Source: an optimization exercise on an open RTL-to-GDS flow (aim: small area). Production flows keep margins and buffers that such runs may drop. Only simulation tests tie the RTL to the original design; equivalence was not proved. Power and IR drop assume default switching activity.

==> design.v <==
module dbi_classifier (
    input  wire [9:0]  raw,
    input  wire [59:0] center,
    input  wire [59:0] tol,
    input  wire        incl,
    output reg  [2:0]  sym
);
    reg [5:0] hit;
    integer i;
    wire nz = incl | (|raw);
    always @(*) begin : windows
        reg [9:0]  c, t, m;
        reg [10:0] d, tm;
        reg [11:0] a;
        for (i = 0; i < 6; i = i + 1) begin
            c  = center[i*10 +: 10];
            t  = tol[i*10 +: 10];
            d  = {1'b0, raw} - {1'b0, c};           
            m  = d[10] ? (~d[9:0] + 10'd1) : d[9:0];  
            tm = {1'b0, t} - {10'b0, ~incl};         
            hit[i] = !tm[10] && (m <= tm[9:0]) && nz;
        end
    end
    always @(*) begin
        if      (hit[0]) sym = 3'd1;
        else if (hit[1]) sym = 3'd2;
        else if (hit[2]) sym = 3'd3;
        else if (hit[3]) sym = 3'd4;
        else if (hit[4]) sym = 3'd5;
        else if (hit[5]) sym = 3'd6;
        else             sym = 3'd0;
    end
endmodule
module dbi_filter (
    input  wire        clk,
    input  wire        rst,
    input  wire [2:0]  sym,
    input  wire [15:0] n,          
    input  wire        oneshot,
    output reg  [2:0]  stable,
    output wire [2:0]  fout,
    output wire [2:0]  fout_next   
);
    reg  [15:0] run;
    reg         show;
    wire        match       = (sym == stable);
    wire        commit      = !match && (run == n);
    wire [2:0]  stable_next = commit ? sym : stable;
    wire        hide        = oneshot && (stable != 3'd0);
    assign fout_next = hide ? 3'd0 : stable_next;
    assign fout      = show ? stable : 3'd0;
    always @(posedge clk) begin
        show <= !hide;
        if (rst || match || commit)
            run <= 16'd1;
        else
            run <= run + 16'd1;
        if (rst)
            stable <= 3'd0;
        else
            stable <= stable_next;
    end
endmodule
module dbi_encoder (
    input  wire        clk,
    input  wire        tx,         
    input  wire        start,      
    input  wire        load_r,     
    input  wire        load_g,     
    input  wire        vol,        
    input  wire [6:0]  cmd,
    input  wire [6:0]  addr,
    input  wire [15:0] r,
    input  wire [7:0]  g,
    output wire        level,
    output wire        tx_vol,     
    output wire        first,      
    output wire        last,
    output wire        wend
);
    reg  [15:0] u;
    wire        agc     = u[6] & u[5];
    wire [4:0]  bi      = u[6:2];
    wire [7:0]  abits   = {addr, 1'b1};
    wire [7:0]  cbits   = {1'b1, cmd};
    wire        cur_bit = bi[4] | (bi[3] ? cbits[bi[2:0]] : abits[bi[2:0]]);
    wire        fend    = (u[6:0] == 7'd67);
    assign level = agc ? ~(u[4] ^ u[3]) : (u[1] | u[0]);
    assign last  = fend & u[8] & u[7];
    assign wend  = (u == 16'hfffe);
    assign tx_vol = u[9];
    assign first = (u[8:0] == 9'd103);
    wire        skip    = tx & ~agc & ~u[1] & u[0] & ~cur_bit;
    wire        jump    = tx & fend;
    wire [15:0] inc     = (u | {14'd0, skip, 1'b0}) + 16'd1;
    wire [15:0] step    = inc | {10'd0, jump, 3'd0, jump, jump};
    always @(posedge clk) begin
        if (start)
            u <= {step[15:10], vol, 9'd103};
        else if (load_r)
            u <= ~r;
        else if (load_g)
            u <= {8'hff, ~g};
        else
            u <= step;
    end
endmodule
module debounce_integrator (
    input  wire        clk,             
    input  wire        rst,             
    input  wire [9:0]  raw_sample,
    input  wire [59:0] cfg_center,
    input  wire [59:0] cfg_tol,
    input  wire        cfg_incl,
    input  wire [15:0] cfg_n,
    input  wire        cfg_oneshot,
    input  wire        cfg_held_same,
    input  wire [55:0] cfg_cmd,
    input  wire [6:0]  cfg_addr,
    input  wire [15:0] cfg_repeat,
    input  wire [7:0]  cfg_gap,
    output wire        pin_out,
    output wire [2:0]  stable_out,
    output wire [2:0]  fout_out,
    output wire        busy,
    output wire        cmd_strobe,
    output reg  [6:0]  cmd_code
);
    localparam [1:0] MODE_READY = 2'd0,
                     MODE_TX    = 2'd1,
                     MODE_WR    = 2'd2,    
                     MODE_WG    = 2'd3;    
    reg  [1:0] mode;
    reg  [2:0] prev;
    wire       tx_vol;
    wire       tx_first;
    wire [2:0] sym;
    wire [2:0] cur;
    dbi_classifier u_cls (
        .raw    (raw_sample),
        .center (cfg_center),
        .tol    (cfg_tol),
        .incl   (cfg_incl),
        .sym    (sym)
    );
    dbi_filter u_flt (
        .clk       (clk),
        .rst       (rst),
        .sym       (sym),
        .n         (cfg_n),
        .oneshot   (cfg_oneshot),
        .stable    (stable_out),
        .fout      (fout_out),
        .fout_next (cur)
    );
    wire is_tx = (mode == MODE_TX);
    wire tx_level, tx_last, wend;
    wire r_nz  = |cfg_repeat;
    wire g_nz  = |cfg_gap;
    wire tx_end = is_tx & tx_last;
    wire w_end  = mode[1] & wend;
    wire load_r = tx_end & tx_vol & r_nz;
    wire load_g = ((tx_end & ~(tx_vol & r_nz)) | (w_end & ~mode[0])) & g_nz;
    wire eval   = (mode == MODE_READY) | ((tx_end | w_end) & ~load_r & ~load_g);
    wire       edge_det = (cur != prev);
    wire       first    = edge_det | cfg_held_same;
    reg        emit;
    reg  [2:0] idx;
    always @(*) begin
        emit = eval;
        idx  = 3'd0;
        case (cur)
            3'd1: idx = 3'd0;
            3'd2: idx = 3'd1;
            3'd3: begin idx = 3'd2; emit = eval & edge_det; end
            3'd4: idx = first ? 3'd3 : 3'd4;
            3'd5: idx = first ? 3'd5 : 3'd6;
            3'd6: begin idx = 3'd7; emit = eval & edge_det; end
            default: emit = 1'b0;
        endcase
    end
    wire [6:0] emit_code = cfg_cmd[idx*7 +: 7];
    wire       emit_vol  = (cur == 3'd1) | (cur == 3'd2);
    dbi_encoder u_enc (
        .clk    (clk),
        .tx     (is_tx),
        .start  (emit),
        .load_r (load_r),
        .load_g (load_g),
        .vol    (emit_vol),
        .cmd    (cmd_code),
        .addr   (cfg_addr),
        .r      (cfg_repeat),
        .g      (cfg_gap),
        .level  (tx_level),
        .tx_vol (tx_vol),
        .first  (tx_first),
        .last   (tx_last),
        .wend   (wend)
    );
    always @(posedge clk) begin
        if (rst) begin
            mode       <= MODE_READY;
            prev       <= 3'd0;
            cmd_code   <= 7'd0;
        end else begin
            if (eval)
                prev <= cur;
            if (emit) begin
                mode     <= MODE_TX;
                cmd_code <= emit_code;
            end else if (eval)
                mode <= MODE_READY;
            else if (load_r)
                mode <= MODE_WR;
            else if (load_g)
                mode <= MODE_WG;
        end
    end
    assign cmd_strobe = is_tx & tx_first;
    assign busy    = (mode != MODE_READY);
    assign pin_out = ~is_tx | tx_level;
endmodule
==> flow/run.sh <==
#!/bin/bash
# Layout flow: the standard synthesis, then the combinational logic between
# the standard synthesis's registers is re-mapped for area with ABC (registers,
# their cells and names untouched; the result is proven equivalent to the
# standard netlist), then the standard ORFS flow from floorplan to finish, with
# the smallest buffer cell on the ports.
set -euo pipefail
HERE=$(pwd)
RES=$HERE/orfs/results/$FLOW_PLATFORM/debounce_integrator/base
LOGD=$HERE/orfs/logs/$FLOW_PLATFORM/debounce_integrator/base
LIB=$FLOW_HOME/platforms/$FLOW_PLATFORM/lib/sky130_fd_sc_hd__tt_025C_1v80.lib
SEQ="sky130_fd_sc_hd__*df* sky130_fd_sc_hd__*dl* sky130_fd_sc_hd__conb_1"

bash standard.sh synth > synth_std.log 2>&1
cp $RES/1_2_yosys.v std_synth.v
DU=$(grep -o -- '-dont_use [^ ]*' $LOGD/1_2_yosys.log | sort -u | tr '\n' ' ')

cat > resyn.ys <<EOY
read_liberty -ignore_miss_func $LIB
read_verilog std_synth.v
hierarchy -top $FLOW_TOP
blackbox $SEQ
flatten
rename -hide w:*.*
opt_clean -purge
abc -script $HERE/flow/area.abc -liberty $LIB $DU
opt_clean -purge
hilomap -singleton -hicell sky130_fd_sc_hd__conb_1 HI -locell sky130_fd_sc_hd__conb_1 LO
insbuf -buf sky130_fd_sc_hd__buf_4 A X
splitnets
opt_clean -purge
stat -liberty $LIB
write_verilog -noattr -nohex -nodec -selected resyn.v
EOY
yosys -l resyn.log -s resyn.ys > /dev/null

cat > equiv.ys <<EOY
read_liberty -ignore_miss_func $LIB
blackbox $SEQ
read_verilog std_synth.v
rename $FLOW_TOP gold
read_verilog resyn.v
rename $FLOW_TOP gate
flatten gold gate
expose -evert gold/t:sky130_fd_sc_hd__*df* gate/t:sky130_fd_sc_hd__*df*
miter -equiv -flatten -make_assert gold gate miter
hierarchy -top miter
sat -verify -prove-asserts miter
EOY
yosys -l equiv.log -s equiv.ys > /dev/null

cp resyn.v $RES/1_2_yosys.v
rm -f $RES/1_synth.odb $RES/1_synth.sdc
bash standard.sh BUFFER_PORTS_ARGS="-buffer_cell sky130_fd_sc_hd__buf_1" CTS_ARGS="-sink_clustering_enable -repair_clock_nets -dont_use_dummy_load -buf_list {sky130_fd_sc_hd__clkbuf_4 sky130_fd_sc_hd__clkbuf_8}" finish > flow_std.log 2>&1
==> flow/area.abc <==
strash
&get -n
&fraig -x
&deepsyn -T 60
&put
strash
&get -n
&dch -f
&nf -R 1000
&put
==> standard.sh <==
#!/bin/bash
# synth_recipe.tcl (not shown) runs the flow's synth.tcl, then flattens the netlist and writes it again
# the make line also repeats each setting of config.mk as NAME=value (left out here)
make -C /OpenROAD-flow-scripts/flow DESIGN_CONFIG=/design/flow/config.mk WORK_HOME=/design/flow/orfs CLKGATE_MAP_FILE= SYNTH_SCRIPT=/design/flow/synth_recipe.tcl "${@:-finish}"
==> config.mk <==
export PLATFORM = sky130hd
export DESIGN_NAME = debounce_integrator
export DESIGN_NICKNAME = debounce_integrator
export VERILOG_FILES = /design/flow/design.v
export SDC_FILE = /design/flow/constraint.sdc
export NUM_CORES = 4
export LEC_CHECK = 0
export CAP_MARGIN = 20
export CORE_MARGIN = 2
export CORE_UTILIZATION = 45
export SLEW_MARGIN = 20
==> constraint.sdc <==
create_clock -name core_clock -period 15.0 [get_ports {clk}]
set_input_delay 3.0000 -clock core_clock [delete_from_list [all_inputs] [get_ports {clk}]]
set_output_delay 3.0000 -clock core_clock [all_outputs]
set_load 0.01 [all_outputs]
==> results of run 1 <==
-- stage by stage --
| stage | cell area (um2) | instances | utilization | hold WS [ns] | power [mW] |
|---|---|---|---|---|---|
| floorplan | 5980 | 872 | - | 0.414 | 0.403 |
| detailed placement | 7180 | 1305 | 0.549 | 0.450 | 0.484 |
| CTS | 7250 | 1310 | 0.554 | 0.469 | 0.555 |
| finish | 7250 | 1310 | 0.554 | 0.459 | 0.553 |
| global placement | 7180 | 1305 | 0.549 | 0.446 | 0.484 |
| global route | 7250 | 1310 | 0.554 | 0.487 | 0.603 |
-- path summary, 6_finish.rpt --
kind | start | endpoint | slack (ns) | depth (start not counted)
worst max-delay path | raw_sample[0] | cmd_code[3] | 3.57 | 39
worst min-delay path | u_flt.run[0] | u_flt.run[0] | 0.46 | 1
worst max register to register | u_enc.u[2] | cmd_code[3] | 10.97 | 14
worst min register to register | u_flt.run[0] | u_flt.run[0] | 0.46 | 1
-- layout make-up --
| class | count | area [um2] | area share |
|---|---|---|---|
| inverter | 36 | 135 | 0.0186 |
| tap | 176 | 220 | 0.0304 |
| multi-input combinational | 787 | 4880 | 0.673 |
| clock buffer | 5 | 68.8 | 0.00949 |
| timing repair buffer | 258 | 987 | 0.136 |
| sequential | 48 | 961 | 0.133 |
-- power by group --
part	switching, mW	internal (mW)
Combinational	0.160	0.147
Clock	0.0382	0.0301
Sequential	0.0311	0.146
Total	0.230	0.323
-- metal layers --
layer  global-route usage  routed length [um]  vias to the layer above
met5                    0                   0                        -
met2                0.459                9060                      211
met4               0.0558                 212                        0
li1                     -                   -                     3671
met1                0.334                8680                     3184
met3               0.0388                1190                       13
-- flip-flops by register name (all words and copies together), names as in the netlist --
register and count:
u_flt.show 1, prev 3, cmd_code 7, u_enc.u 16, u_flt.run 16, mode 2
u_flt.stable 3
==> flow_summary.toml, run 1 <==
[layout]
layout_commonest_cell = "buf_1"
layout_common_cells = "253 x buf_1, 104 x xnor2_1, 95 x nor2_1"
antennaDiodeCount = 0
fillCellCount = 1430
drive_above_1_share = 0.0106
nNetsFinal = 1374
syn_to_final_growth_pct = 21.2

[place]
place.port_buffers = 253
gp_congestion = 0.886
dp_hpwl_um = 16300
dp_worst_setup_slack_ns = 3.23

[sta]
finalCritPeriodShare = 0.762
tightest_slew_ns = 1.08
setup_violations = 0
rsz0062_at_grt = "false"
slew_headroom = 0.275
drv_slew = 0
finClkSkew_ns = 0.0159
finalSetupTns_ns = 0
fmax_mhz = 87.5
worst_slack_ns = 3.57
period_needed_ns = 11.43
hold_viol_final = 0

[global_route]
grt_max_degree = 17
grtUsageTotal = 0.260
grt-ovfl-total = 0
grt_pass1_vias = 6468
antenna_found_initial = 0
grt_first_pass_wirelength_um = 30500

[clock_tree]
cts.sinks = 48
cts_resized = 0
cts_root_buf = "clkbuf_8"
cts_made_buffers = 5
cts.htree.levels = 2
path_clk_slew_ns = 0.09
clk_latency_ns = 0.30
hold_buffers = 0
cts_buffer_depth = 2
cts_tree = "done"
post-cts-setup-buffers = 0

[detailed_routing]
drt_iter0_markers = 422
vias = 7079
routed_wl_um = 19100
postRouteAntennaNets = 0
viasPerCell = 5.40
routedWlPerCell_um = 14.6
drcViolationCount = 0
drtPass1Iterations = 5

[critical_path]
crit_arrival_ns = 11.66
crit_buf_inv = 2
slowest_stage = "a21oi_1"
path_max_fanout = 12
endpoint_kind = "flop"
cpPeakStageDelay_ns = 0.68
crit_top_cell = "a21oi_1"
required_ns = 15.24
path_class = "input pin to flop"
startpoint_type = "input pin"
worst_path_dominant_cell_family = "compound AO/OA/AOI/OAI gates"

[pwr]
leakagePower_nw = 2.44
power_density_mw_per_mm2 = 76.3
peakVddDrop_v = 0.0000309

[floorplan]
rows = 42
die_h_um = 119
die_area_mm2 = 0.0142
core_mm2 = 0.0131
die_x_um = 119
io-pin-count = 254
start_util = 0.457

[outcome]
status = "complete, no violations"

[logic_synthesis]
synth_cells = 872
synth_nets = 1110
ys_warn_count = 4
avgSynthCellArea_um2 = 6.86
synth_area_mm2 = 0.00598

[min_path]
hp-class = "flop to flop"

[run]
max-cap-violations = 0
==> run 2: changes to the inputs <==
--- a/design.v
+++ b/design.v
@@ -125,5 +125,5 @@
     output wire        busy,
     output wire        cmd_strobe,
-    output reg  [6:0]  cmd_code
+    output wire [6:0]  cmd_code
 );
     localparam [1:0] MODE_READY = 2'd0,
@@ -180,5 +180,7 @@
         endcase
     end
-    wire [6:0] emit_code = cfg_cmd[idx*7 +: 7];
+    reg  [2:0] code_idx;
+    reg        code_ok;
+    assign cmd_code = code_ok ? cfg_cmd[code_idx*7 +: 7] : 7'd0;
     wire       emit_vol  = (cur == 3'd1) | (cur == 3'd2);
     dbi_encoder u_enc (
@@ -203,5 +205,5 @@
             mode       <= MODE_READY;
             prev       <= 3'd0;
-            cmd_code   <= 7'd0;
+            code_ok    <= 1'b0;
         end else begin
             if (eval)
@@ -209,5 +211,6 @@
             if (emit) begin
                 mode     <= MODE_TX;
-                cmd_code <= emit_code;
+                code_idx <= idx;
+                code_ok  <= 1'b1;
             end else if (eval)
                 mode <= MODE_READY;
--- a/flow/run.sh
+++ b/flow/run.sh
@@ -4,5 +4,6 @@
 # their cells and names untouched; the result is proven equivalent to the
 # standard netlist), then the standard ORFS flow from floorplan to finish, with
-# the smallest buffer cell on the ports.
+# the smallest buffer cell on the ports and small clock buffers. ABC runs with
+# four seeds and the smallest result is kept.
 set -euo pipefail
 HERE=$(pwd)
@@ -16,5 +17,8 @@
 DU=$(grep -o -- '-dont_use [^ ]*' $LOGD/1_2_yosys.log | sort -u | tr '\n' ' ')
 
-cat > resyn.ys <<EOY
+# four ABC runs with different seeds; keep the smallest netlist
+resyn() {
+  local S=$1
+  cat > resyn$S.ys <<EOY
 read_liberty -ignore_miss_func $LIB
 read_verilog std_synth.v
@@ -24,14 +28,21 @@
 rename -hide w:*.*
 opt_clean -purge
-abc -script $HERE/flow/area.abc -liberty $LIB $DU
+abc -script $HERE/flow/area$S.abc -liberty $LIB $DU
 opt_clean -purge
 hilomap -singleton -hicell sky130_fd_sc_hd__conb_1 HI -locell sky130_fd_sc_hd__conb_1 LO
-insbuf -buf sky130_fd_sc_hd__buf_4 A X
+insbuf -buf sky130_fd_sc_hd__buf_1 A X
 splitnets
 opt_clean -purge
-stat -liberty $LIB
-write_verilog -noattr -nohex -nodec -selected resyn.v
+tee -o resyn$S.stat stat -liberty $LIB
+write_verilog -noattr -nohex -nodec -selected resyn$S.v
 EOY
-yosys -l resyn.log -s resyn.ys > /dev/null
+  yosys -l resyn$S.log -s resyn$S.ys > /dev/null
+}
+for S in 0 1 2 3; do resyn $S & done
+wait
+BEST=$(for S in 0 1 2 3; do [ -s resyn$S.stat ] && grep -q "Chip area" resyn$S.stat && echo "$(grep 'Chip area' resyn$S.stat | awk '{print $NF}') $S"; done | sort -g | head -1 | awk '{print $2}')
+echo "best resynthesis: $BEST" > resyn_pick.log
+cat resyn*.stat | grep 'Chip area' >> resyn_pick.log
+cp resyn$BEST.v resyn.v
 
 cat > equiv.ys <<EOY
==> flow/area0.abc (new file) <==
strash
&get -n
&fraig -x
&deepsyn -T 60 -S 0
&put
strash
&get -n
&dch -f
&nf -R 1000 -p -C 32 -F 8 -A 8
&put
==> flow/area1.abc (new file) <==
strash
&get -n
&fraig -x
&deepsyn -T 60 -S 1
&put
strash
&get -n
&dch -f
&nf -R 1000 -p -C 32 -F 8 -A 8
&put
==> flow/area2.abc (new file) <==
strash
&get -n
&fraig -x
&deepsyn -T 60 -S 2
&put
strash
&get -n
&dch -f
&nf -R 1000 -p -C 32 -F 8 -A 8
&put
==> flow/area3.abc (new file) <==
strash
&get -n
&fraig -x
&deepsyn -T 60 -S 3
&put
strash
&get -n
&dch -f
&nf -R 1000 -p -C 32 -F 8 -A 8
&put
--- a/config.mk
+++ b/config.mk
@@ -7,5 +7,5 @@
 export LEC_CHECK = 0
 export CAP_MARGIN = 20
-export CORE_MARGIN = 2
-export CORE_UTILIZATION = 45
+export CORE_AREA = 2 2 117.285 117.285
+export DIE_AREA = 0 0 119.285 119.285
 export SLEW_MARGIN = 20
removed: flow/area.abc
==> run 2 against run 1 <==
Against the previous run: design area decreased by 0.81%; still clean on timing, DRC and antenna; first-iteration DRC count increased by 4.7%; clock skew decreased by 0.00085 ns; maximum frequency increased by 0.93%; largest cell class unchanged; highest routed layer unchanged; core utilization decreased by 0.45 points.
==> flow_summary.toml, run 2 <==
[sta]
hold_viol_final = 0
finalSetupTns_ns = 0
finalCritPeriodShare = 0.755
drv_slew = 0
slew_headroom = 0.356
finClkSkew_ns = 0.0151
whs_ns = 0.471
rsz0062_at_grt = "false"
fmax_mhz = 88.3
tightest_slew_ns = 0.964
period_needed_ns = 11.32
setup_violations = 0

[detailed_routing]
drt_iter0_markers = 442
drtPass1Iterations = 6
routedWlPerCell_um = 15.4
wl_met2_um = 9320
routed_wl_um = 19700
vias = 7001
viasPerCell = 5.50
highest_layer = "met4"
met1_length_um = 8670
drcViolationCount = 0
postRouteAntennaNets = 0
wl_met3_um = 1300

[critical_path]
crit_arrival_ns = 11.48
slowest_stage = "a21oi_1"
path_max_fanout = 10
startpoint_type = "input pin"
cpPeakStageDelay_ns = 0.63
crit_top_cell = "maj3_1"
path_class = "input pin to flop"
endpoint_kind = "flop"
required_ns = 15.16

[layout]
nNetsFinal = 1338
fin_area_mm2 = 0.00719
layout_common_cells = "253 x buf_1, 106 x xnor2_1, 97 x nor2_1"
syn_to_final_growth_pct = 21.9
drive_above_1_share = 0.0118
largest_registers = "u_enc.u: 16 flops, u_flt.run: 16 flops"
antennaDiodeCount = 0
layout_commonest_cell = "buf_1"
fillCellCount = 1372
final_util = 0.550

[clock_tree]
cts_made_buffers = 5
cts_resized = 0
cts.sinks = 45
path_clk_slew_ns = 0.08
cts.htree.levels = 2
clk_latency_ns = 0.29
hold_buffers = 0
cts_buffer_depth = 2
cts_tree = "done"
post-cts-setup-buffers = 0
cts_root_buf = "clkbuf_8"

[floorplan]
io-pin-count = 254
die_x_um = 119
die_h_um = 119
core_mm2 = 0.0131
start_util = 0.451
die_area_mm2 = 0.0142
rows = 42

[logic_synthesis]
avgSynthCellArea_um2 = 7.07
ys_warn_count = 4
synth_cells = 834
synth_area_mm2 = 0.00590
synth_nets = 1072

[pwr]
leakagePower_nw = 2.41
peakVddDrop_v = 0.0000340
power_density_mw_per_mm2 = 73.4

[global_route]
grt-ovfl-total = 0
grt_pass1_vias = 6484
antenna_found_initial = 0
grtUsageTotal = 0.269
grt_first_pass_wirelength_um = 31500
grt_max_degree = 18

[run]
max-cap-violations = 0

[min_path]
hp-class = "flop to flop"

[place]
dp_hpwl_um = 16400
place_area_mm2 = 0.00712
place.port_buffers = 253
gp_congestion = 0.949

[outcome]
status = "complete, no violations"
run 2: cell count changes in the layout (fill, tap and decap cells not counted), moves of 8 or more:
cell      previous run  this run
nor2b_1             42        24
nand2_1             91        71
clkinv_1            36        52
nand2b_1            44        14
a222oi_1             2        15
o21ai_0             66        42
a21oi_1             70        82
maj3_1              21        41
o22ai_1             42        22
a31oi_1              6        14
xor2_1              26        37
run 2: final cells by class:
| cell class | instances | area [um2] | area share |
|---|---|---|---|
| flip-flops and latches | 45 | 931 | 0.129 |
| multi-input cells | 736 | 4770 | 0.664 |
| repair buffers | 260 | 1000 | 0.139 |
| clock buffers | 5 | 68.8 | 0.00957 |
| well taps | 176 | 220 | 0.0306 |
| inverters | 52 | 195 | 0.0271 |
run 2: critical path: cells and delay by family:
| family | cells | cell delay, ns |
|---|---|---|
| AOI/OAI and AO/OA | 14 | 3.43 |
| xor gates and xnor gates | 1 | 0.10 |
| and+or+nand+nor | 9 | 0.89 |
| buffers and inverters | 3 | 1.21 |
| muxes | 1 | 0.42 |
| adders and majority gates | 6 | 2.42 |
run 2: final timing paths:
check,end,cells after the start,startpoint,slack [ns]
max,u_enc.u[8],34,raw_sample[1],3.68
min,u_flt.run[0],1,u_flt.run[0],0.47
max reg2reg,u_enc.u[15],17,code_idx[0],10.59
min reg2reg,u_flt.run[0],1,u_flt.run[0],0.47
run 2: power breakdown:
part	leakage [nW]	switching, mW	internal [mW]
combinational	1.99	0.163	0.139
clock	0.0359	0.0368	0.0301
sequential	0.377	0.0250	0.133
run 2: routing by layer:
layer / global-route usage / vias to the layer above
li1: - / 3571
met1: 0.345 / 3140
met2: 0.474 / 266
met3: 0.0374 / 24
met4: 0.0625 / 0
met5: 0 / -
run 2: stage by stage:
step / power (mW) / cells / setup slack (ns)
after detailed placement: 0.459 / 1269 / 3.45
after floorplan: 0.378 / 834 / 4.82
final: 0.527 / 1274 / 3.68
after global routing: 0.575 / 1274 / 2.80
after CTS: 0.528 / 1274 / 3.75
after global placement: 0.460 / 1269 / 3.62
==> run 3: changes to the inputs <==
--- a/config.mk
+++ b/config.mk
@@ -9,3 +9,4 @@
 export CORE_AREA = 2 2 117.285 117.285
 export DIE_AREA = 0 0 119.285 119.285
+export GPL_TIMING_DRIVEN = 0
 export SLEW_MARGIN = 20
==> run 3 against run 2 <==
Against the previous run: still clean on timing, DRC and antenna; worst hold slack better by 0.0018 ns; sequential power hardly changed; combinational power is 1% lower; cell count is 0.31% lower; synthesized cell count stayed put; first-iteration DRC count is 15% lower; sequential share of layout area is 0.079 points higher; critical endpoint unchanged.
==> flow_summary.toml, run 3 <==
[layout]
nNetsFinal = 1332
drive_above_1_share = 0.00549
syn_to_final_growth_pct = 21.2
fillCellCount = 1390
largest_registers = "u_enc.u: 16 flops, u_flt.run: 16 flops"
layout_commonest_cell = "buf_1"
layout_common_cells = "254 x buf_1, 106 x xnor2_1, 97 x nor2_1"
final_util = 0.546

[detailed_routing]
viasPerCell = 5.50
postRouteAntennaNets = 0
drcViolationCount = 0
drtPass1Iterations = 5
vias = 6990
routed_wl_um = 19300
routedWlPerCell_um = 15.2
drt_iter0_markers = 375

[clock_tree]
path_clk_slew_ns = 0.08
cts_root_buf = "clkbuf_8"
cts_resized = 0
cts_made_buffers = 5
post-cts-setup-buffers = 0
clk_latency_ns = 0.31
cts_buffer_depth = 2
cts_tree = "done"
cts.htree.levels = 2
cts.sinks = 45
hold_buffers = 0

[floorplan]
die_area_mm2 = 0.0142
core_mm2 = 0.0131
start_util = 0.451
rows = 42
io-pin-count = 254
die_x_um = 119
die_h_um = 119

[min_path]
whs_path_depth = 1
hp-class = "flop to flop"
worstHoldStart = "u_flt.run[0]"
hold_end = "u_flt.run[0]"

[sta]
finalSetupTns_ns = 0
drv_slew = 0
period_needed_ns = 11.81
finClkSkew_ns = 0.0287
tightest_slew_ns = 0.993
finalCritPeriodShare = 0.788
slew_headroom = 0.335
whs_ns = 0.472
hold_viol_final = 0
fmax_mhz = 84.6
rsz0062_at_grt = "false"
setup_violations = 0

[critical_path]
reg2regPathDepth = 17
path_class = "input pin to flop"
r2r_end = "u_enc.u[15]"
startpoint_type = "input pin"
rrSetupSlack_ns = 10.62
worst_path_dominant_cell_family = "compound AO/OA/AOI/OAI gates"
slowest_stage = "o21ai_0"
crit_arrival_ns = 12.00
path_max_fanout = 11
required_ns = 15.18
cpPeakStageDelay_ns = 0.76
endpoint_kind = "flop"
r2r-start = "code_idx[0]"
crit_buf_inv = 3

[pwr]
power_density_mw_per_mm2 = 73.3
leakagePower_nw = 2.37
peakVddDrop_v = 0.0000592

[run]
max-cap-violations = 0

[global_route]
grt_first_pass_wirelength_um = 30800
grt_pass1_vias = 6479
grt_max_degree = 18
grtUsageTotal = 0.267
grt-ovfl-total = 0
antenna_found_initial = 2

[logic_synthesis]
synth_cells = 834
ys_warn_count = 4
synth_area_mm2 = 0.00590
avgSynthCellArea_um2 = 7.07
synth_nets = 1072

[place]
place.port_buffers = 253
gp_congestion = 0.892
dp_hpwl_um = 16000

[outcome]
status = "complete, no violations"
run 3: power by group:
part           switching [mW]  internal (mW)  total [mW]
sequential             0.0241          0.133       0.157
clock                  0.0381         0.0301      0.0682
combinational           0.160          0.138       0.299
total                   0.223          0.301       0.524
run 3: metal layers:
metal | track usage | vias up | wire length (um) | share of wire
li1 | - | 3566 | - | -
met1 | 0.326 | 3136 | 8290 | 0.43
met2 | 0.457 | 242 | 8750 | 0.45
met3 | 0.0584 | 46 | 1480 | 0.077
met4 | 0.0990 | 0 | 759 | 0.039
met5 | 0 | - | 0 | 0
run 3: worst max path at each step:
stage | slack [ns] | end | startpoint | cells past startpoint
after global routing | 2.36 | u_enc.u[8] | raw_sample[1] | 34
after detailed placement | 2.49 | u_enc.u[8] | raw_sample[1] | 32
after global placement | 2.49 | u_enc.u[8] | raw_sample[1] | 32
after CTS | 2.78 | u_enc.u[8] | raw_sample[1] | 32
final | 3.19 | u_enc.u[8] | raw_sample[1] | 32
after floorplan | 4.82 | code_idx[0] | cfg_center[30] | 37
run 3: worst reg2reg max path, cell delays in order, from the launching register on:
cell,delay [ns]
edfxtp_1,0.42
and2_0,0.46
a222oi_1,0.55
nand2_1,0.11
nand2_1,0.11
a31oi_1,0.07
o221a_1,0.30
o22ai_1,0.17
a22o_1,0.18
and2_0,0.25
nand3_1,0.20
nor2_1,0.31
and3_1,0.32
and4_1,0.29
nand4_1,0.17
a21oi_1,0.18
o21a_1,0.14
a21oi_1,0.03
run 3: stage by stage:
stage | setup slack (ns) | cell area [um2] | cells | power, mW
floorplan | 4.82 | 5900 | 834 | 0.378
global placement | 2.49 | 7070 | 1263 | 0.454
detailed placement | 2.49 | 7070 | 1263 | 0.456
CTS | 2.78 | 7140 | 1268 | 0.526
global route | 2.36 | 7150 | 1270 | 0.577
finish | 3.19 | 7150 | 1270 | 0.524
run 3: final cells by class:
| class | count | area, um2 | area share |
|---|---|---|---|
| diodes | 2 | 5.00 | 0.000700 |
| plain buffers | 1 | 3.75 | 0.000525 |
| clock buffers | 5 | 68.8 | 0.00963 |
| inverters | 52 | 195 | 0.0273 |
| multi-input cells | 736 | 4770 | 0.668 |
| flip-flops and latches | 45 | 931 | 0.130 |
| well taps | 176 | 220 | 0.0308 |
| repair buffers | 253 | 950 | 0.133 |
==> run 4: changes to the inputs <==
--- a/config.mk
+++ b/config.mk
@@ -6,4 +6,5 @@
 export NUM_CORES = 4
 export LEC_CHECK = 0
+export ABC_AREA = 1
 export CAP_MARGIN = 20
 export CORE_AREA = 2 2 117.285 117.285
==> run 4 against run 3 <==
Against the previous run: non-clock buffer count grew 1; via count fell by 0.82%; cell count is essentially flat; largest cell class unchanged; worst hold slack better by 0.014 ns; design area down 0.21%; critical endpoint is now code_idx[0]; clock skew is 0.016 ns lower; critical path depth increased by 5; area after synthesis is 0.55% lower; first-iteration DRC count is 20% lower; register-to-register slack got worse by 0.16 ns; highest routed layer unchanged; clock power hardly changed.
==> flow_summary.toml, run 4 <==
[outcome]
status = "complete, no violations"

[floorplan]
rows = 42
io-pin-count = 254
die_x_um = 119
core_mm2 = 0.0131
die_h_um = 119
die_area_mm2 = 0.0142
start_util = 0.448

[layout]
antennaDiodeCount = 0
layout_common_cells = "253 x buf_1, 100 x xnor2_1, 85 x nor2_1"
layout_commonest_cell = "buf_1"
drive_above_1_share = 0.0100
syn_to_final_growth_pct = 21.6
largest_registers = "u_enc.u: 16 flops, u_flt.run: 16 flops"
fillCellCount = 1403
nNetsFinal = 1335
multiInputGateArea_mm2 = 0.00476
regArea_um2 = 931

[sta]
slew_headroom = 0.372
tightest_slew_ns = 0.941
hold_viol_final = 0
finClkSkew_ns = 0.0130
finalSetupTns_ns = 0
worst_slack_ns = 3.06
setup_violations = 0
finalCritPeriodShare = 0.796
drv_slew = 0
rsz0062_at_grt = "false"
period_needed_ns = 11.94
fmax_mhz = 83.8

[min_path]
worstHoldStart = "u_flt.run[0]"
hp-class = "flop to flop"
whs_path_depth = 1
hold_end = "u_flt.run[0]"

[pwr]
combPwrFrac = 0.561
power_density_mw_per_mm2 = 72.1
p_int_mw = 0.300
peakVddDrop_v = 0.0000373
switching_power_mw = 0.214
switching_share = 0.416
leakagePower_nw = 2.33
clkPwrFrac = 0.133
seq_power_share = 0.305

[place]
place.port_buffers = 253
dp_worst_setup_slack_ns = 2.87
dp_hpwl_um = 16300
gp_congestion = 0.916

[critical_path]
rrSetupSlack_ns = 10.46
reg2regPathDepth = 16
crit_arrival_ns = 11.91
cpPeakStageDelay_ns = 0.75
r2r-start = "code_idx[0]"
worst_path_dominant_cell_family = "compound AO/OA/AOI/OAI gates"
startpoint_type = "input pin"
endpoint_kind = "flop"
path_class = "input pin to flop"
crit_buf_inv = 3
required_ns = 14.98
crit_top_cell = "a21oi_1"
r2r_end = "u_enc.u[13]"
slowest_stage = "a21oi_1"
critical_path_cell_count = 37
path_max_fanout = 13

[clock_tree]
cts.sinks = 45
cts.htree.levels = 2
hold_buffers = 0
cts_resized = 0
cts_buffer_depth = 2
clk_latency_ns = 0.29
cts_tree = "done"
post-cts-setup-buffers = 0
cts_made_buffers = 5
cts_root_buf = "clkbuf_8"
path_clk_slew_ns = 0.08

[detailed_routing]
drt_iter0_markers = 300
postRouteAntennaNets = 0
drcViolationCount = 0
routed_wl_um = 19400
vias = 6933
viasPerCell = 5.45
drtPass1Iterations = 5
routedWlPerCell_um = 15.3

[logic_synthesis]
synth_cells = 835
ys_warn_count = 4
avgSynthCellArea_um2 = 7.02
synth_nets = 1073
synth_area_mm2 = 0.00586

[global_route]
grt_pass1_vias = 6482
grtUsageTotal = 0.264
grt_max_degree = 17
grt_first_pass_wirelength_um = 30700
grt-ovfl-total = 0
antenna_found_initial = 0

[run]
max-cap-violations = 0
==> run 4: how the worst max path moves through the flow <==
stage	slack, ns	startpoint	endpoint
6_report	3.06	raw_sample[1]	code_idx[0]
5_1_grt	1.93	raw_sample[1]	code_idx[1]
4_1_cts	3.16	raw_sample[1]	code_idx[0]
3_5_place_dp	2.87	raw_sample[1]	code_idx[0]
3_3_place_gp	2.88	raw_sample[1]	u_flt.run[13]
2_1_floorplan	5.19	raw_sample[1]	code_idx[0]
==> run 4: worst register-to-register path, delay by kind of cell, from the launching register on <==
family | cells | cell delay (ns)
DFF | 1 | 0.44
muxes | 2 | 0.78
xor gates and xnor gates | 1 | 0.18
and+or+nand+nor | 8 | 2.08
AOI/OAI and AO/OA | 5 | 0.99
==> run 4: power by group through the flow <==
stage               clock (mW)  sequential [mW]  combinational, mW
floorplan                    0            0.153              0.213
global placement             0            0.159              0.284
detailed placement           0            0.159              0.286
CTS                     0.0705            0.157              0.288
global route            0.0767            0.159              0.324
finish                  0.0685            0.157              0.289
==> run 4: final cells by class <==
cell class / instances / area share
tap: 176 / 0.0309
clock buffer: 5 / 0.00965
inverter: 48 / 0.0253
multi-input combinational: 742 / 0.668
timing repair buffer: 255 / 0.136
sequential: 45 / 0.131
==> run 4: routing by layer <==
layer | global-route usage | vias to the layer above | wire, um
met5 | 0 | - | 0
met3 | 0.0517 | 24 | 1360
met1 | 0.324 | 3097 | 8530
met2 | 0.473 | 237 | 9190
li1 | - | 3575 | -
met4 | 0.0595 | 0 | 354
==> run 4: per-stage QoR <==
step / std cells / hold slack [ns] / cell area, um2 / utilization / power, mW
6_report: 1271 / 0.487 / 7130 / 0.545 / 0.514
5_1_grt: 1271 / 0.533 / 7130 / 0.545 / 0.560
4_1_cts: 1271 / 0.492 / 7130 / 0.545 / 0.515
3_5_place_dp: 1266 / 0.456 / 7060 / 0.540 / 0.446
3_3_place_gp: 1264 / 0.452 / 7030 / 0.538 / 0.442
2_1_floorplan: 835 / 0.428 / 5860 / - / 0.366
==> run 5: changes to the inputs <==
--- a/flow/run.sh
+++ b/flow/run.sh
@@ -17,5 +17,6 @@
 DU=$(grep -o -- '-dont_use [^ ]*' $LOGD/1_2_yosys.log | sort -u | tr '\n' ' ')
 
-# four ABC runs with different seeds; keep the smallest netlist
+# four ABC runs, each two rounds of deepsyn with different seeds; keep the
+# smallest netlist
 resyn() {
   local S=$1
--- a/flow/area0.abc
+++ b/flow/area0.abc
@@ -3,4 +3,5 @@
 &fraig -x
 &deepsyn -T 60 -S 0
+&deepsyn -T 60 -S 3
 &put
 strash
--- a/flow/area1.abc
+++ b/flow/area1.abc
@@ -2,4 +2,5 @@
 &get -n
 &fraig -x
+&deepsyn -T 60 -S 0
 &deepsyn -T 60 -S 1
 &put
--- a/flow/area2.abc
+++ b/flow/area2.abc
@@ -2,4 +2,5 @@
 &get -n
 &fraig -x
+&deepsyn -T 60 -S 0
 &deepsyn -T 60 -S 2
 &put
==> flow/area3.abc (replaced) <==
strash
&get -n
&fraig -x
&deepsyn -T 60 -S 2
&deepsyn -T 60 -S 0
&put
strash
&get -n
&dch -f
&nf -R 1000 -p -C 32 -F 8 -A 8
&put
==> run 5 against run 4 <==
Against the previous run: design area decreased by 0.81%; sequential power hardly changed; power is 1.0% lower; critical path depth down 5; clock-buffer cell count is the same; via count fell by 1.2%; worst hold slack got worse by 0.017 ns; non-clock buffer count fell by 1; combinational power decreased by 1%; sequential share of layout area grew 0.11 points.
==> flow_summary.toml, run 5 <==
[critical_path]
required_ns = 15.02
worst_path_dominant_cell_family = "adder cells"
path_class = "input pin to flop"
crit_top_cell = "maj3_1"
path_max_fanout = 12
crit_arrival_ns = 12.00
cpPeakStageDelay_ns = 0.78
startpoint_type = "input pin"
slowest_stage = "o21ai_1"
endpoint_kind = "flop"
rrSetupSlack_ns = 10.34
crit_buf_inv = 2

[place]
dp_hpwl_um = 16000
gp_congestion = 0.916
place.port_buffers = 253

[global_route]
grt-ovfl-total = 0
grt_first_pass_wirelength_um = 31200
grtUsageTotal = 0.266
grt_max_degree = 19
grt_pass1_vias = 6502
antenna_found_initial = 1

[clock_tree]
cts_made_buffers = 5
path_clk_slew_ns = 0.09
cts_root_buf = "clkbuf_8"
cts.htree.levels = 2
hold_buffers = 0
cts.sinks = 45
cts_buffer_depth = 2
cts_resized = 0
clk_latency_ns = 0.31
post-cts-setup-buffers = 0
cts_tree = "done"

[detailed_routing]
drtPass1Iterations = 5
vias = 6848
routed_wl_um = 19000
postRouteAntennaNets = 0
drcViolationCount = 0
routedWlPerCell_um = 15.2
viasPerCell = 5.47
drt_iter0_markers = 418

[sta]
period_needed_ns = 11.99
setup_violations = 0
hold_viol_final = 0
finalSetupTns_ns = 0
tightest_slew_ns = 1.02
finClkSkew_ns = 0.0209
slew_headroom = 0.316
drv_slew = 0
finalCritPeriodShare = 0.799
fmax_mhz = 83.4
rsz0062_at_grt = "false"

[logic_synthesis]
avgSynthCellArea_um2 = 7.13
synth_area_mm2 = 0.00582
synth_nets = 1054
synth_cells = 816
ys_warn_count = 4

[run]
max-cap-violations = 0

[floorplan]
core_mm2 = 0.0131
die_x_um = 119
rows = 42
die_h_um = 119
die_area_mm2 = 0.0142
io-pin-count = 254
start_util = 0.445

[layout]
layout_common_cells = "253 x buf_1, 95 x xnor2_1, 75 x nor2_1"
layout_commonest_cell = "buf_1"
drive_above_1_share = 0.00651
multiInputGateArea_mm2 = 0.00472
syn_to_final_growth_pct = 21.5
largest_registers = "u_enc.u: 16 flops, u_flt.run: 16 flops"
nNetsFinal = 1315
fillCellCount = 1383
regArea_um2 = 931

[pwr]
peakVddDrop_v = 0.0000581
p_total_mw = 0.509
power_density_mw_per_mm2 = 71.9
leakagePower_nw = 2.32

[min_path]
hp-class = "flop to flop"

[outcome]
status = "complete, no violations"
## run 5: cell count changes in the layout (fill, tap and decap cells not counted), sizes merged, moves of 9 or more
cell	before	now
maj3	28	38
nor2	85	75
o21ai	64	54
xor2	35	45
a21oi	82	73
## run 5: routing by layer
metal | GRT usage | share of wire
met5 | 0 | 0
met2 | 0.464 | 0.47
met4 | 0.0409 | 0.012
met1 | 0.345 | 0.45
met3 | 0.0508 | 0.067
## run 5: final cells by class
type | count | share of cell area
repair buffers | 254 | 0.135
well taps | 176 | 0.0311
inverters | 47 | 0.0249
clock buffers | 5 | 0.00973
multi-input cells | 724 | 0.667
flip-flops and latches | 45 | 0.132
diodes | 1 | 0.000354
## run 5: worst paths after layout
| path | from | end | cells past startpoint |
|---|---|---|---|
| worst max-delay path | raw_sample[1] | code_idx[2] | 32 |
| worst min-delay path | u_flt.run[0] | u_flt.run[0] | 1 |
| worst min register to register | u_flt.run[0] | u_flt.run[0] | 1 |
| worst max register to register | code_idx[0] | u_enc.u[15] | 16 |
## run 5: worst register-to-register path, cell delays in order, from the launching register on
cell and delay, ns:
edfxtp_1 0.42, and2_0 0.42, a221o_1 0.39, a221oi_1 0.21, a311oi_1 0.12, nand3_1 0.13
nand4_1 0.09, and3_1 0.16, o41ai_1 0.51, and2_0 0.30, nand3_1 0.25, nor4_1 0.73
nand3_1 0.14, nor2_1 0.20, nand2_1 0.09, or2_0 0.20, a32oi_1 0.19
## run 5: where the power goes
part	internal [mW]	switching, mW	total, mW
registers	0.135	0.0196	0.154
logic	0.131	0.153	0.285
clock network	0.0301	0.0400	0.0701
## run 5: stage by stage
step                      cells  cell area (um2)  utilization  setup WS (ns)  hold WS (ns)
final                      1252             7070        0.541           3.01         0.470
after global routing       1252             7070        0.541           2.30         0.487
after CTS                  1251             7070        0.540           3.07         0.463
after detailed placement   1246             7000        0.535           2.79         0.437
after global placement     1245             6990        0.534           2.44         0.431
after floorplan             816             5820            -           4.46         0.412
==> run 6: changes to the inputs <==
--- a/flow/run.sh
+++ b/flow/run.sh
@@ -17,5 +17,6 @@
 DU=$(grep -o -- '-dont_use [^ ]*' $LOGD/1_2_yosys.log | sort -u | tr '\n' ' ')
 
-# four ABC runs, each two rounds of deepsyn with different seeds; keep the
+# four ABC runs, each two or three rounds of deepsyn with different seeds;
+# keep the
 # smallest netlist
 resyn() {
--- a/flow/area0.abc
+++ b/flow/area0.abc
@@ -4,4 +4,5 @@
 &deepsyn -T 60 -S 0
 &deepsyn -T 60 -S 3
+&deepsyn -T 60 -S 5
 &put
 strash
==> flow/area1.abc (replaced) <==
strash
&get -n
&fraig -x
&deepsyn -T 60 -S 0
&deepsyn -T 60 -S 3
&put
strash
&get -n
&dch -f
&nf -R 1000 -p -C 32 -F 8 -A 8
&put
==> flow/area2.abc (replaced) <==
strash
&get -n
&fraig -x
&deepsyn -T 60 -S 0
&deepsyn -T 60 -S 3
&deepsyn -T 60 -S 4
&put
strash
&get -n
&dch -f
&nf -R 1000 -p -C 32 -F 8 -A 8
&put
==> flow/area3.abc (replaced) <==
strash
&get -n
&fraig -x
&deepsyn -T 60 -S 0
&deepsyn -T 60 -S 3
&deepsyn -T 60 -S 6
&put
strash
&get -n
&dch -f
&nf -R 1000 -p -C 32 -F 8 -A 8
&put
==> run 6 against run 5 <==
Against the previous run: still clean; cell count rose by 1.8%; flip-flop and latch count did not move; synthesized cell count up 2.7%; worst hold slack is essentially flat; register-to-register slack worse by 0.24 ns; die area is the same; critical path depth is 5 higher; wire length decreased by 0.75%; clock power shrank 4.3%; first-iteration DRC count fell by 20%; clock-buffer cell count stayed put; clock skew is essentially flat; critical path type unchanged; largest cell class unchanged; largest power group unchanged.
==> flow_summary.toml, run 6 <==
[detailed_routing]
routed_wl_um = 18800
postRouteAntennaNets = 0
drtPass1Iterations = 5
drcViolationCount = 0
vias = 6936
viasPerCell = 5.44
routedWlPerCell_um = 14.8
drt_iter0_markers = 336

[sta]
hold_viol_final = 0
finalSetupTns_ns = 0
tightest_slew_ns = 0.979
rsz0062_at_grt = "false"
finalCritPeriodShare = 0.740
finClkSkew_ns = 0.0212
period_needed_ns = 11.11
slew_headroom = 0.340
fmax_mhz = 90.0
drv_slew = 0
setup_violations = 0

[global_route]
grtUsageMet1 = 0.339
grt_first_pass_wirelength_um = 30800
grt_max_degree = 17
use_met3 = 0.0584
grt_pass1_vias = 6615
grtUsageTotal = 0.263
busiest_layer = "met2"
grt-ovfl-total = 0
antenna_found_initial = 0
use_met2 = 0.444

[critical_path]
crit_top_cell = "a21oi_1"
cpPeakStageDelay_ns = 0.57
path_class = "input pin to flop"
startpoint_type = "input pin"
slowest_stage = "nor2b_1"
path_max_fanout = 11
endpoint_kind = "flop"
crit_arrival_ns = 11.10
required_ns = 14.99

[floorplan]
die_area_mm2 = 0.0142
start_util = 0.444
io-pin-count = 254
die_h_um = 119
core_mm2 = 0.0131
die_x_um = 119
rows = 42

[clock_tree]
cts_tree = "done"
path_clk_slew_ns = 0.08
cts_buffer_depth = 2
cts.sinks = 45
cts_root_buf = "clkbuf_8"
cts_resized = 0
cts.htree.levels = 2
hold_buffers = 0
post-cts-setup-buffers = 0
cts_made_buffers = 5
clk_latency_ns = 0.30

[layout]
finalNonFillerCells = 1275
layout_commonest_cell = "buf_1"
largest_registers = "u_enc.u: 16 flops, u_flt.run: 16 flops"
fillCellCount = 1433
drive_above_1_share = 0.00912
syn_to_final_growth_pct = 21.7
final_util = 0.541
layout_common_cells = "253 x buf_1, 108 x a21oi_1, 98 x nor2_1"
nNetsFinal = 1337

[pwr]
peakVddDrop_v = 0.0000399
leakagePower_nw = 2.35
p_total_mw = 0.508
power_density_mw_per_mm2 = 71.9

[place]
dp_hpwl_um = 16200
place.port_buffers = 253
placedCellCount = 1268
gp_congestion = 0.924

[logic_synthesis]
avgSynthCellArea_um2 = 6.94
synth_nets = 1076
synth_cells = 838
ys_warn_count = 4
synth_area_mm2 = 0.00581

[outcome]
status = "complete, no violations"

[run]
max-cap-violations = 0

[min_path]
hp-class = "flop to flop"
==> run 6: through the flow <==
stage                     setup WS (ns)  hold slack, ns  instance area [um2]
final                              3.89           0.470                 7070
after global routing               2.96           0.490                 7070
after CTS                          3.87           0.468                 7060
after detailed placement           3.58           0.447                 6990
after global placement             3.57           0.438                 6980
after floorplan                    5.56           0.420                 5810
==> run 6: critical path: cells and delay by family <==
| family | cells | cell delay [ns] |
|---|---|---|
| and+or+nand+nor | 11 | 1.73 |
| AOI/OAI and AO/OA | 15 | 2.74 |
| muxes | 2 | 0.66 |
| adders and majority gates | 5 | 1.77 |
| buffers and inverters | 3 | 1.01 |
| xor gates and xnor gates | 1 | 0.17 |
==> run 6: path summary, 6_finish.rpt <==
path | startpoint | to | slack [ns] | cells after the start
min reg2reg | u_flt.run[0] | u_flt.run[0] | 0.47 | 1
min | u_flt.run[0] | u_flt.run[0] | 0.47 | 1
max | raw_sample[1] | code_idx[1] | 3.89 | 37
max reg2reg | code_idx[0] | u_enc.u[15] | 10.10 | 20
==> run 6: report_power, final <==
group	internal (mW)	switching (mW)
clock	0.0301	0.0370
sequential	0.134	0.0231
combinational	0.135	0.150
total	0.299	0.210
==> run 6: final cells by class <==
| class | instances | area [um2] | area share |
|---|---|---|---|
| Antenna cell | 2 | 5.00 | 0.000707 |
| Timing Repair Buffer | 254 | 957 | 0.135 |
| Tap cell | 176 | 220 | 0.0311 |
| Sequential cell | 45 | 931 | 0.132 |
| Multi-Input combinational cell | 750 | 4730 | 0.669 |
| Inverter | 43 | 161 | 0.0228 |
| Clock buffer | 5 | 68.8 | 0.00973 |
==> run 6: routing by layer <==
| layer | routed length, um | share of wire | vias to the layer above |
|---|---|---|---|
| met2 | 8640 | 0.46 | 214 |
| li1 | - | - | 3587 |
| met3 | 1360 | 0.072 | 28 |
| met5 | 0 | 0 | - |
| met4 | 390 | 0.021 | 0 |
| met1 | 8440 | 0.45 | 3107 |
==> run 7: changes to the inputs <==
--- a/design.v
+++ b/design.v
@@ -97,5 +97,5 @@
     always @(posedge clk) begin
         if (start)
-            u <= {step[15:10], vol, 9'd103};
+            u <= {~r[15:10], vol, 9'd103};
         else if (load_r)
             u <= ~r;
--- a/flow/run.sh
+++ b/flow/run.sh
@@ -18,6 +18,5 @@
 
 # four ABC runs, each two or three rounds of deepsyn with different seeds;
-# keep the
-# smallest netlist
+# keep the smallest netlist
 resyn() {
   local S=$1
==> flow/area0.abc (replaced) <==
strash
&get -n
&fraig -x
&deepsyn -T 60 -S 0
&deepsyn -T 60 -S 3
&put
strash
&get -n
&dch -f
&nf -R 1000 -p -C 32 -F 8 -A 8
&put
--- a/flow/area1.abc
+++ b/flow/area1.abc
@@ -4,4 +4,5 @@
 &deepsyn -T 60 -S 0
 &deepsyn -T 60 -S 3
+&deepsyn -T 60 -S 5
 &put
 strash
==> flow/area2.abc (replaced) <==
strash
&get -n
&fraig -x
&deepsyn -T 60 -S 0
&deepsyn -T 60 -S 1
&put
strash
&get -n
&dch -f
&nf -R 1000 -p -C 32 -F 8 -A 8
&put
==> flow/area3.abc (replaced) <==
strash
&get -n
&fraig -x
&deepsyn -T 60 -S 0
&deepsyn -T 60 -S 2
&put
strash
&get -n
&dch -f
&nf -R 1000 -p -C 32 -F 8 -A 8
&put
==> run 7 against run 6 <==
Against the previous run: first-iteration DRC count increased by 20%; maximum frequency decreased by 2.1%; non-clock buffer count unchanged; global-route usage decreased by 0.094 points; combinational power decreased by 2%; synthesized cell count increased by 0.60%; cell count increased by 0.24%; critical path depth increased by 1; wire length increased by 1.1%; worst hold slack got worse by 0.0018 ns; die area unchanged.
==> flow_summary.toml, run 7 <==
[logic_synthesis]
synth_cells = 843
synth_area_mm2 = 0.00592
avgSynthCellArea_um2 = 7.03
ys_warn_count = 4
synth_nets = 1081

[place]
placedCellCount = 1273
dp_worst_setup_slack_ns = 3.14
place.port_buffers = 253
gp_congestion = 0.897
dp_hpwl_um = 16100

[min_path]
hp-class = "flop to flop"

[clock_tree]
cts_resized = 0
cts.sinks = 45
cts.htree.levels = 2
cts_buffer_depth = 2
post-cts-setup-buffers = 0
path_clk_slew_ns = 0.09
cts_made_buffers = 5
cts_root_buf = "clkbuf_8"
clk_latency_ns = 0.30
cts_tree = "done"
hold_buffers = 0

[layout]
syn_to_final_growth_pct = 21.0
nNetsFinal = 1342
largest_registers = "u_enc.u: 16 flops, u_flt.run: 16 flops"
antennaDiodeCount = 0
finalNonFillerCells = 1278
drive_above_1_share = 0.00544
layout_common_cells = "253 x buf_1, 83 x nor2_1, 79 x xnor2_1"
layout_commonest_cell = "buf_1"

[global_route]
grtUsageTotal = 0.262
grt_pass1_vias = 6420
antenna_found_initial = 0
grt_first_pass_wirelength_um = 30500
grt_max_degree = 17
grt-ovfl-total = 0

[detailed_routing]
drt_iter0_markers = 404
viasPerCell = 5.51
drtPass1Iterations = 7
vias = 7040
postRouteAntennaNets = 0
routedWlPerCell_um = 14.9
routed_wl_um = 19000
drcViolationCount = 0

[critical_path]
required_ns = 14.99
crit_arrival_ns = 11.33
path_max_fanout = 10
endpoint_kind = "flop"
startpoint_type = "input pin"
path_class = "input pin to flop"
cpPeakStageDelay_ns = 0.58
slowest_stage = "o21ai_1"
crit_top_cell = "a21oi_1"

[sta]
tightest_slew_ns = 1.02
hold_viol_final = 0
drv_slew = 0
worst_slack_ns = 3.66
finalCritPeriodShare = 0.756
period_needed_ns = 11.34
setup_violations = 0
finalSetupTns_ns = 0
finClkSkew_ns = 0.0159
fmax_mhz = 88.2
slew_headroom = 0.315
rsz0062_at_grt = "false"

[pwr]
p_int_mw = 0.292
switching_share = 0.414
combPwrFrac = 0.555
peakVddDrop_v = 0.0000460
power_density_mw_per_mm2 = 69.5
switching_power_mw = 0.206
seq_power_share = 0.308
leakagePower_nw = 2.42
clkPwrFrac = 0.137

[floorplan]
die_h_um = 119
die_x_um = 119
start_util = 0.453
rows = 42
io-pin-count = 254
die_area_mm2 = 0.0142
core_mm2 = 0.0131

[outcome]
status = "complete, no violations"

[run]
max-cap-violations = 0
run 7: per-layer routing:
metal	wire length, um	GRT usage	vias to the layer above	part of all wire
met4	246	0.0409	0	0.013
met2	8760	0.455	227	0.46
met5	0	0	-	0
li1	-	-	3629	-
met1	8680	0.343	3161	0.46
met3	1360	0.0498	23	0.071
run 7: worst max-delay path: cells and delay by family:
kind,cells,cell delay [ns]
compound gates,15,3.13
simple gates,13,1.99
fa+ha+maj,4,1.45
buf+inv,4,1.10
mux,1,0.45
xor+xnor,1,0.19
run 7: layout make-up:
class | instances | area [um2]
fillers | 1393 | 5920
multi-input cells | 750 | 4810
repair buffers | 254 | 957
flip-flops and latches | 45 | 931
well taps | 176 | 220
inverters | 48 | 180
clock buffers | 5 | 68.8
run 7: final timing paths:
check	startpoint	endpoint	slack (ns)	cells after the start
max	raw_sample[0]	code_idx[2]	3.66	38
min	u_flt.run[0]	u_flt.run[0]	0.47	1
max reg2reg	code_idx[0]	u_enc.u[15]	10.50	18
min reg2reg	u_flt.run[0]	u_flt.run[0]	0.47	1
run 7: through the flow:
| step | hold WS, ns | total power [mW] | cell area [um2] | utilization |
|---|---|---|---|---|
| after floorplan | 0.428 | 0.357 | 5920 | - |
| after global placement | 0.447 | 0.430 | 7090 | 0.542 |
| after detailed placement | 0.451 | 0.430 | 7100 | 0.543 |
| after CTS | 0.470 | 0.499 | 7170 | 0.548 |
| after global routing | 0.513 | 0.546 | 7170 | 0.548 |
| final | 0.468 | 0.498 | 7170 | 0.548 |
run 7: power by group through the flow:
stage                     logic (mW)  registers [mW]  clock network (mW)
after floorplan                0.207           0.150                   0
after global placement         0.274           0.157                   0
after detailed placement       0.274           0.156                   0
after CTS                      0.276           0.153              0.0697
after global routing           0.314           0.157              0.0754
final                          0.277           0.153              0.0682
==> run 8: changes to the inputs <==
--- a/design.v
+++ b/design.v
@@ -97,5 +97,5 @@
     always @(posedge clk) begin
         if (start)
-            u <= {~r[15:10], vol, 9'd103};
+            u <= {step[15:10], vol, 9'd103};
         else if (load_r)
             u <= ~r;
--- a/flow/run.sh
+++ b/flow/run.sh
@@ -17,6 +17,5 @@
 DU=$(grep -o -- '-dont_use [^ ]*' $LOGD/1_2_yosys.log | sort -u | tr '\n' ' ')
 
-# four ABC runs, each two or three rounds of deepsyn with different seeds;
-# keep the smallest netlist
+# four ABC runs with different seeds; keep the smallest netlist
 resyn() {
   local S=$1
@@ -64,3 +63,3 @@
 cp resyn.v $RES/1_2_yosys.v
 rm -f $RES/1_synth.odb $RES/1_synth.sdc
-bash standard.sh BUFFER_PORTS_ARGS="-buffer_cell sky130_fd_sc_hd__buf_1" CTS_ARGS="-sink_clustering_enable -repair_clock_nets -dont_use_dummy_load -buf_list {sky130_fd_sc_hd__clkbuf_4 sky130_fd_sc_hd__clkbuf_8}" finish > flow_std.log 2>&1
+bash standard.sh BUFFER_PORTS_ARGS="-buffer_cell sky130_fd_sc_hd__buf_1" CTS_ARGS="-sink_clustering_enable -repair_clock_nets -dont_use_dummy_load -root_buf sky130_fd_sc_hd__clkbuf_8 -buf_list {sky130_fd_sc_hd__clkbuf_4}" finish > flow_std.log 2>&1
==> flow/area0.abc (replaced) <==
strash
&get -n
&fraig -x
&deepsyn -T 60 -S 0
&put
strash
&get -n
&dch -f
&nf -R 1000 -p -C 32 -F 8 -A 8
&put
==> flow/area1.abc (replaced) <==
strash
&get -n
&fraig -x
&deepsyn -T 60 -S 1
&put
strash
&get -n
&dch -f
&nf -R 1000 -p -C 32 -F 8 -A 8
&put
==> flow/area2.abc (replaced) <==
strash
&get -n
&fraig -x
&deepsyn -T 60 -S 2
&put
strash
&get -n
&dch -f
&nf -R 1000 -p -C 32 -F 8 -A 8
&put
==> flow/area3.abc (replaced) <==
strash
&get -n
&fraig -x
&deepsyn -T 60 -S 3
&put
strash
&get -n
&dch -f
&nf -R 1000 -p -C 32 -F 8 -A 8
&put
==> run 8 against run 7 <==
Against the previous run: non-clock buffer count rose by 1; clock skew fell by 0.0029 ns; global-route usage rose by 0.16 points; cell count fell by 0.55%; first-iteration DRC count fell by 26%; core utilization fell by 0.29 points; clock-buffer cell count did not move; power rose by 3.2%; maximum frequency fell by 5.0%; die area did not move; flip-flop and latch count did not move.
==> flow_summary.toml, run 8 <==
[outcome]
status = "complete, no violations"

[clock_tree]
cts.sinks = 45
cts_made_buffers = 5
path_clk_slew_ns = 0.08
cts_buffer_depth = 2
cts_root_buf = "clkbuf_8"
cts_tree = "done"
hold_buffers = 0
cts.htree.levels = 2
cts_resized = 0
clk_latency_ns = 0.29
post-cts-setup-buffers = 0

[global_route]
grt-ovfl-total = 0
grt_max_degree = 17
grtUsageTotal = 0.264
grt_pass1_vias = 6482
grt_first_pass_wirelength_um = 30700
antenna_found_initial = 0

[critical_path]
rrSetupSlack_ns = 10.46
r2r-start = "code_idx[0]"
slowest_stage = "a21oi_1"
crit_arrival_ns = 11.91
reg2regPathDepth = 16
path_max_fanout = 13
path_class = "input pin to flop"
crit_start = "raw_sample[1]"
required_ns = 14.98
crit_top_cell = "a21oi_1"
cpPeakStageDelay_ns = 0.75
startpoint_type = "input pin"
endpoint_kind = "flop"
r2r_end = "u_enc.u[13]"

[sta]
drv_slew = 0
period_needed_ns = 11.94
finalSetupTns_ns = 0
rsz0062_at_grt = "false"
hold_viol_final = 0
finClkSkew_ns = 0.0130
setup_violations = 0
fmax_mhz = 83.8
tightest_slew_ns = 0.941
slew_headroom = 0.372
finalCritPeriodShare = 0.796

[logic_synthesis]
synth_nets = 1073
synth_area_mm2 = 0.00586
avgSynthCellArea_um2 = 7.02
ys_warn_count = 4
synth_cells = 835

[run]
max-cap-violations = 0

[layout]
layout_common_cells = "253 x buf_1, 100 x xnor2_1, 85 x nor2_1"
regArea_um2 = 931
layout_commonest_cell = "buf_1"
antennaDiodeCount = 0
multiInputGateArea_mm2 = 0.00476
drive_above_1_share = 0.0100
largest_registers = "u_enc.u: 16 flops, u_flt.run: 16 flops"
final_util = 0.545
fillCellCount = 1403
nNetsFinal = 1335
syn_to_final_growth_pct = 21.6

[detailed_routing]
postRouteAntennaNets = 0
viasPerCell = 5.45
drt_iter0_markers = 300
vias = 6933
routedWlPerCell_um = 15.3
drcViolationCount = 0
routed_wl_um = 19400
drtPass1Iterations = 5

[place]
gp_congestion = 0.916
place.port_buffers = 253
dp_hpwl_um = 16300

[pwr]
leakagePower_nw = 2.33
p_total_mw = 0.514
peakVddDrop_v = 0.0000373
power_density_mw_per_mm2 = 72.1

[min_path]
hp-class = "flop to flop"
whs_path_depth = 1
hold_end = "u_flt.run[0]"
worstHoldStart = "u_flt.run[0]"

[floorplan]
rows = 42
die_area_mm2 = 0.0142
die_h_um = 119
start_util = 0.448
die_x_um = 119
io-pin-count = 254
core_mm2 = 0.0131
==> run 8: how the worst max path moves through the flow <==
stage / end / slack, ns / cells after the start
after global placement: u_flt.run[13] / 2.88 / 35
after detailed placement: code_idx[0] / 2.87 / 37
after global routing: code_idx[1] / 1.93 / 37
after floorplan: code_idx[0] / 5.19 / 36
final: code_idx[0] / 3.06 / 37
after CTS: code_idx[0] / 3.16 / 37
==> run 8: routing by layer <==
metal	track usage	wire, um
met1	0.324	8530
met2	0.473	9190
met3	0.0517	1360
met4	0.0595	354
met5	0	0
==> run 8: critical path, delay by kind of cell <==
kind / cells / cell delay (ns)
AND/OR/NAND/NOR: 8 / 1.31
adder cells (fa/ha/maj): 5 / 1.96
AO/OA/AOI/OAI: 20 / 4.32
buffers and inverters: 3 / 1.21
XOR/XNOR: 1 / 0.09
==> run 8: metrics by stage <==
stage	setup WS (ns)	std cells	hold WS (ns)	instance area, um2
floorplan	5.19	835	0.428	5860
global placement	2.88	1264	0.452	7030
detailed placement	2.87	1266	0.456	7060
CTS	3.16	1271	0.492	7130
global route	1.93	1271	0.533	7130
finish	3.06	1271	0.487	7130
==> run 8: cell type report <==
class,instances,share of cell area
timing repair buffer,255,0.136
tap,176,0.0309
sequential,45,0.131
clock buffer,5,0.00965
multi-input combinational,742,0.668
inverter,48,0.0253
==> run 8: report_power, final <==
part | switching (mW) | internal (mW) | total, mW
registers | 0.0221 | 0.135 | 0.157
clock network | 0.0384 | 0.0301 | 0.0685
logic | 0.153 | 0.135 | 0.289

-- what the ideal ports hide --
In the flow no input, the clock included, has a driving cell. The finished layouts below were timed again as built, in two steps.
Step 1 (the two cells are an assumption about what drives the block):
set clk [get_ports {clk}]
set_driving_cell -lib_cell sky130_fd_sc_hd__clkbuf_16 $clk
set_driving_cell -lib_cell sky130_fd_sc_hd__buf_2 [delete_from_list [all_inputs] $clk]
Step 2 adds t to the input delays and takes it off the output delays; t is the mean of the earliest and latest rising clock arrival at the registers after step 1. Input paths then give back, and output paths get back, about the clock's delay inside the block.
Three values: ideal, step 1, step 2; two values: the first two.
run	t, ns	setup WS [ns]	worst setup path at the end	worst slew at a driven data input, ns	pins driven straight from the clock port
run 1	0.328	3.575 / 3.585 / 3.257	input to register	0.07	1
run 2	0.316	3.680 / 3.691 / 3.375	input to register	0.07	1
run 3	0.328	3.186 / 3.192 / 2.864	input to register	0.08	1
run 4	0.321	3.062 / 3.067 / 2.746	input to register	0.07	1
run 5	0.329	3.014 / 3.021 / 2.692	input to register	0.07	1
run 6	0.319	3.894 / 3.903 / 3.585	input to register	0.08	1
run 7	0.320	3.661 / 3.669 / 3.349	input to register	0.09	1
run 8	0.321	3.062 / 3.067 / 2.746	input to register	0.07	1
After both steps setup and hold are still met in every run listed.
